What follows belongs to an exercise in optimizing a design on an open flow for a short achievable clock period and few clock cycles per item; a production flow would make more cautious choices. Only simulation tests tie the RTL to the original design; equivalence was not proved. No activity file was given, so power comes from the tool's default toggle rates.

==> flow/design.v (excerpt) <==
module mtp40c_pe (
    input  wire        clk,
    input  wire        rst,         
    input  wire        cmd_valid,
    output wire        cmd_ready,
    input  wire [39:0] cmd_word,
    output wire        done,
    output wire [31:0] result,
    output wire [2:0]  status,
    input  wire [31:0] now_ms,
    output wire        tx_valid,
    output wire [7:0]  tx_data,
    input  wire        tx_ready,
    input  wire        rx_valid,
    input  wire [7:0]  rx_data,
    output wire        rx_ready
);
Size in the first run: roughly 7000 cells after synthesis, ~1000 flip-flops, roughly 130 I/O pins.
export LEC_CHECK = 0
export ABC_CLOCK_PERIOD_IN_PS = 1000
export CAP_MARGIN = 20
export CORE_MARGIN = 2
export CORE_UTILIZATION = 40
export SLEW_MARGIN = 20
export SYNTH_HIERARCHICAL = 1
export TNS_END_PERCENT = 100
create_clock -name core_clock -period 10.0 [get_ports {clk}]
standard.sh (not shown) runs the stock make flow with config.mk's settings and CLKGATE_MAP_FILE= SYNTH_SCRIPT=/design/flow/synth_recipe.tcl, a recipe that flattens the netlist after the stock synthesis.
==> flow/flow/run.sh <==
#!/bin/bash
# The standard layout (standard.sh: unchanged synthesis, floorplan, power
# grid, placement, CTS and routing) with three repair settings changed:
#  - timing repair aims at 7 ns of setup slack instead of 0, so that it keeps
#    improving the critical paths past the point where the clock is met;
#  - the port buffers are buf_4 cells (the default pick here is a delay
#    cell), still one buffer on every input and output port;
#  - resizing may change a cell's footprint.
# make's full output goes to standard_flow.log in this folder; each ORFS
# step's own log stays under orfs/logs/.
set -uo pipefail
bash standard.sh SETUP_SLACK_MARGIN=7 MATCH_CELL_FOOTPRINT=0 \
    "BUFFER_PORTS_ARGS=-buffer_cell sky130_fd_sc_hd__buf_4" finish \
    > standard_flow.log 2>&1
Testbench counts at the start, summed over its fixed seeds: cycles 51,443, commands 4,800.
Change:
--- a/flow/design.v
+++ b/flow/design.v
@@ -621,44 +621,42 @@
             rx_rdy   <= 1'b0;
             rx_first <= 1'b0;
             rx_second <= 1'b0;
             rx_oh    <= 24'd1;
             rrem     <= 5'd0;
             tstart   <= 32'd0;
             dline    <= 32'd0;
             dl_wrap  <= 1'b0;
             crc_y    <= 16'd0;
             crc_sel  <= 25'd0;
         end else begin
-            result_r <= timeout_sentinel(opcode);
             if (dec_r) begin
                 dec_r    <= 1'b0;
                 crc_y    <= fold_y;
                 for (i = 0; i < 25; i = i + 1)
                     crc_sel[i] <= (operand[4:0] == i);
                 if (d_illegal) begin
                     result_r <= 32'd0;
                     status_r <= ST_ILLEGAL;
                     done_r   <= 1'b1;
                 end else if (opcode == OP_CRC16) begin
                     crc_r    <= 1'b1;
                 end else if (opcode == OP_RDBUF) begin
                     result_r <= {24'd0, rd_byte};
                     status_r <= ST_OK;
                     done_r   <= 1'b1;
                 end else if (d_valerr) begin
                     result_r <= 32'd0;
                     status_r <= ST_VALID;
                     done_r   <= 1'b1;
                 end else if (is_read && d_cached) begin
-                    result_r <= (opcode == OP_GETGAS) ? {16'd0, gas} : airp;
                     status_r <= ST_OK;
                     done_r   <= 1'b1;             
                 end else begin
                     tx_r     <= 1'b1;
                     tx_first <= 1'b1;
                 end
             end
             if (crc_r) begin
                 crc_r    <= 1'b0;
                 crc_r2   <= 1'b1;
             end
@@ -681,22 +679,23 @@
             end
             if (tx_r && tleft == 5'd2) begin
                 for (i = 0; i < 24; i = i + 1) begin
                     if (tx_oh[i]) txbuf[8*i +: 8] <= crc[7:0];
                     if (nx_oh[i]) txbuf[8*i +: 8] <= crc[15:8];
                 end
             end
             if (tx_go) begin
                 if (tleft != 5'd1 && tleft != 5'd2)
                     crc <= {crc_hi_next, crc_lo_next};
                 if (tleft == 5'd1) begin
+                    result_r <= timeout_sentinel(opcode);
                     status_r <= ST_TIMEOUT;
                     tx_r     <= 1'b0;
                     tstart   <= now_ms;
                     rx_oh    <= 24'd1;
                     rrem     <= rlen;
                     if (rlen != 5'd0) begin
                         rx_r     <= 1'b1;
                         rx_first <= 1'b1;
                         rx_rdy   <= rx_valid;
                     end
                 end else begin
What happened: The changed run completed with no timing, DRC or antenna violations; critical path depth shrinks by 10; core utilization shrinks by 0.39 points; combinational power grows by a few percent; non-clock buffer count shrinks by 23; register-to-register slack is better by 0.20 ns; cell count shrinks slightly; final area shrinks slightly.
Testbench counts after the change, summed over its fixed seeds: cycles 51,443, commands 4,800.

---

Setup of v6:
Another version of the RTL of mtp40c_pe (not shown whole).
Size: about 7100 cells after synthesis, about 940 flip-flops, about 130 I/O pins, ~65000 µm² of cells after synthesis.
Settings: LEC_CHECK=0, ABC_CLOCK_PERIOD_IN_PS=1000, CAP_MARGIN=20, CORE_MARGIN=2, CORE_UTILIZATION=40, SLEW_MARGIN=20, SYNTH_HIERARCHICAL=1, TNS_END_PERCENT=100; clock period 10.0 ns.
Scripts as last shown in full above: flow/flow/run.sh
Testbench counts of v6, summed over its fixed seeds: cycles 51,443, commands 4,800.
#### Input delta (v7 over v6)
--- a/flow/design.v
+++ b/flow/design.v
@@ -376,25 +376,24 @@
                 5'd19: buf_byte = b[159:152];
                 5'd20: buf_byte = b[167:160];
                 5'd21: buf_byte = b[175:168];
                 5'd22: buf_byte = b[183:176];
                 5'd23: buf_byte = b[191:184];
                 default: buf_byte = 8'h00;
             endcase
         end
     endfunction
     reg        idle_r;      
     reg        dec_r;       
     reg        crc_r;       
-    reg        crc_r2;      
     reg        tx_r;        
     reg        tx_first;    
     reg        rx_r;        
     reg        done_r;      
     reg        upd_addr, upd_gen, upd_spc, upd_tmo, upd_sup, upd_wr;
     reg [23:0] wr_sel;      
     reg [39:0] cmd;
     reg [31:0] now_a;       
     reg [31:0] result_r;
     reg [2:0]  status_r;    
     reg [7:0]  addr;
     reg        specific;
@@ -415,25 +414,24 @@
     reg [15:0] crc;         
     reg        rx_rdy;      
     reg        rx_first;    
     reg [4:0]  rxn;         
     reg [4:0]  rrem;        
     reg [31:0] tstart;      
     reg [31:0] dline;       
     reg        dl_wrap;     
     reg [31:0] now_p;       
     reg        rxv_p;       
     reg [15:0] crc_y;
     reg [24:0] crc_sel;     
-    reg [15:0] crc_res;     
     wire [7:0]  opcode  = cmd[39:32];
     wire [31:0] operand = cmd[31:0];
     wire        is_req  = (opcode == OP_REQUEST);
     wire        is_read = (opcode == OP_GETGAS) || (opcode == OP_GETAIRP);
     assign cmd_ready = idle_r;
     assign done      = done_r;
     assign result    = result_r;
     assign status    = status_r;
     assign tx_valid  = tx_r;
     assign tx_data   = tx_byte;
     assign rx_ready  = rx_rdy;
     reg         d_illegal, d_valerr;
@@ -554,45 +552,43 @@
             end
             OP_GETHOURS: x_result = {16'd0, rb(4), rb(3)};
             default: ;    
         endcase
     end
     wire x_ok = (tx_last && rlen == 5'd0) || (rx_r && rx_end);
     integer i;
     always @(posedge clk) begin
         now_p   <= now_ms;
         rxv_p   <= rx_valid;
         lr_end  <= lr_sum[31:0];
         lr_wrap <= lr_sum[32];
-        crc_res   <= crc16_res;
-        upd_addr  <= !rst && idle_r && cmd_valid && w_upd_addr;
-        upd_gen   <= !rst && idle_r && cmd_valid && w_upd_gen;
-        upd_spc   <= !rst && idle_r && cmd_valid && w_upd_spc;
-        upd_tmo   <= !rst && idle_r && cmd_valid && w_upd_tmo;
-        upd_sup   <= !rst && idle_r && cmd_valid && w_upd_sup;
-        upd_wr    <= !rst && idle_r && cmd_valid && w_upd_wr;
+        upd_addr  <= idle_r && w_upd_addr;
+        upd_gen   <= idle_r && w_upd_gen;
+        upd_spc   <= idle_r && w_upd_spc;
+        upd_tmo   <= idle_r && w_upd_tmo;
+        upd_sup   <= idle_r && w_upd_sup;
+        upd_wr    <= idle_r && w_upd_wr;
         wr_sel    <= w_wr_sel;
         d_illegal <= w_illegal;
         d_valerr  <= w_valerr;
         rd_sel    <= w_rd_sel;
         crc_bytes <= w_crc_mask;
         if (idle_r) begin
             cmd       <= cmd_word;
             now_a     <= now_ms;
         end
         if (rst) begin
             idle_r   <= 1'b1;
             dec_r    <= 1'b0;
             crc_r    <= 1'b0;
-            crc_r2   <= 1'b0;
             tx_r     <= 1'b0;
             tx_first <= 1'b0;
             rx_r     <= 1'b0;
             done_r   <= 1'b0;
             result_r <= 32'd0;
             status_r <= ST_OK;
             addr     <= DEFAULT_ADDR;
             specific <= 1'b0;
             timeout  <= TIMEOUT_DEF;
             suppress <= 1'b0;
             lastread <= 32'd0;
             lr_end   <= RATE_WINDOW;
@@ -635,29 +631,25 @@
                     status_r <= ST_VALID;
                     done_r   <= 1'b1;
                 end else if (is_read && d_cached) begin
                     status_r <= ST_OK;
                     done_r   <= 1'b1;             
                 end else begin
                     tx_r     <= 1'b1;
                     tx_first <= 1'b1;
                 end
             end
             if (crc_r) begin
                 crc_r    <= 1'b0;
-                crc_r2   <= 1'b1;
-            end
-            if (crc_r2) begin
-                crc_r2   <= 1'b0;
-                result_r <= {16'd0, crc_res};
+                result_r <= {16'd0, crc16_res};
                 status_r <= ST_OK;
                 done_r   <= 1'b1;
             end
             if (tx_first) begin
                 tx_first   <= 1'b0;
                 txbuf[7:0] <= addr_byte;
                 if (!is_req) begin
                     for (i = 1; i < 24; i = i + 1)
                         if (gt8({3'd0, tleft}, i))
                             txbuf[8*i +: 8] <= tmpl_byte(opcode, i[4:0], operand);
                 end
                 if (is_read)
@@ -718,33 +710,33 @@
                 if (x_status == ST_OK) begin
                     case (opcode)
                         OP_SETADDR: addr <= operand[7:0];
                         OP_GETAIRP: airp <= x_result;
                         OP_GETGAS:  gas  <= x_result[15:0];
                         default: ;
                     endcase
                 end
             end
             if (done_r) begin
                 done_r   <= 1'b0;
                 idle_r   <= 1'b1;
+                if (upd_addr) addr     <= operand[7:0];
+                if (upd_gen)  specific <= 1'b0;
+                if (upd_spc)  specific <= 1'b1;
+                if (upd_tmo)  timeout  <= operand;
+                if (upd_sup)  suppress <= operand[0];
+                for (i = 0; i < 24; i = i + 1)
+                    if (upd_wr && wr_sel[i])
+                        txbuf[8*i +: 8] <= operand[7:0];
             end
-            if (upd_addr) addr     <= operand[7:0];
-            if (upd_gen)  specific <= 1'b0;
-            if (upd_spc)  specific <= 1'b1;
-            if (upd_tmo)  timeout  <= operand;
-            if (upd_sup)  suppress <= operand[0];
-            for (i = 0; i < 24; i = i + 1)
-                if (upd_wr && wr_sel[i])
-                    txbuf[8*i +: 8] <= operand[7:0];
             if (idle_r) begin
                 result_r <= f_result;
                 tx_byte <= addr_byte;
                 txi     <= 5'd0;
                 nxi     <= 5'd1;
                 tleft   <= w_len;
                 rlen    <= w_rlen;
                 crc     <= 16'hFFFF;
             end
             if (idle_r && cmd_valid) begin
                 idle_r   <= 1'b0;
                 status_r <= f_status;
--- outcome ---
v7 reports its critical path's slowest cell as nand4_1 while v6 reports or4b_1.
In v7, the post-layout minimum cycle time came out 0.35 ns above the value in v6.
Pin count of the biggest net entering global routing (v7 over v6): increase, 91
Sort v6 and v7 by register fraction of the total cell area asc -> top: v7
First-iteration DRC count ended up 0.64% higher on v7 than on v6.
Of the two values seen for first element of the critical path, timeout[0] was produced by v6 and crc_y[7] by v7.
v6 → v7: clock group share of total power went down 4.6 points, first-pass iteration count of the detailed router +2, global-route wire length before repair moved up, multi-input combinational cell area saw an increase.
Per the comparison of v7 with v6, via count up 1.1%, post-synthesis share of cell area spent on and, or, nand and nor gates up 0.23 points, reported sequential group power down about 3%.
Testbench counts of v7, summed over its fixed seeds: cycles 51,246, commands 4,800.

==> static timing again, ports no longer ideal <==
In the flow no input, the clock included, has a driving cell. The finished layouts below were timed again as built, in two steps.
Step 1, drivers: a clkbuf_16 drives clk and a buf_2 each remaining input, both assumed.
Step 2 moves the port delays by t, midway between the first and last clock arrival at a register: inputs arrive t later, outputs are due t later. That takes back most of the time a late clock gives input paths.
a / b / c = ideal ports / drivers / drivers and shift; a / b = the first two.
| run | shift t [ns] | slack for setup (ns) | hold slack, ns | latest minus earliest clock arrival (ns) | worst data-port slew with drivers (ns) |
|---|---|---|---|---|---|
| the first run of note 1 | 0.834 | 6.649 / 6.590 / 5.949 | 0.429 / 0.429 / 0.429 | 0.072 / 0.071 | 0.27 |
| the second run of note 1 | 0.849 | 6.680 / 6.594 / 5.900 | 0.425 / 0.425 / 0.425 | 0.118 / 0.118 | 0.31 |
| v6 | 0.854 | 6.649 / 6.588 / 6.020 | 0.437 / 0.437 / 0.437 | 0.051 / 0.052 | 0.28 |
| v7 | 0.830 | 6.299 / 6.299 / 5.910 | 0.452 / 0.452 / 0.452 | 0.124 / 0.124 | 0.31 |
After both steps setup and hold are still met in every run listed. The setup slack of the second run of note 1, which loses most, moves by -0.086 ns with the drivers and by -0.780 ns with both steps.
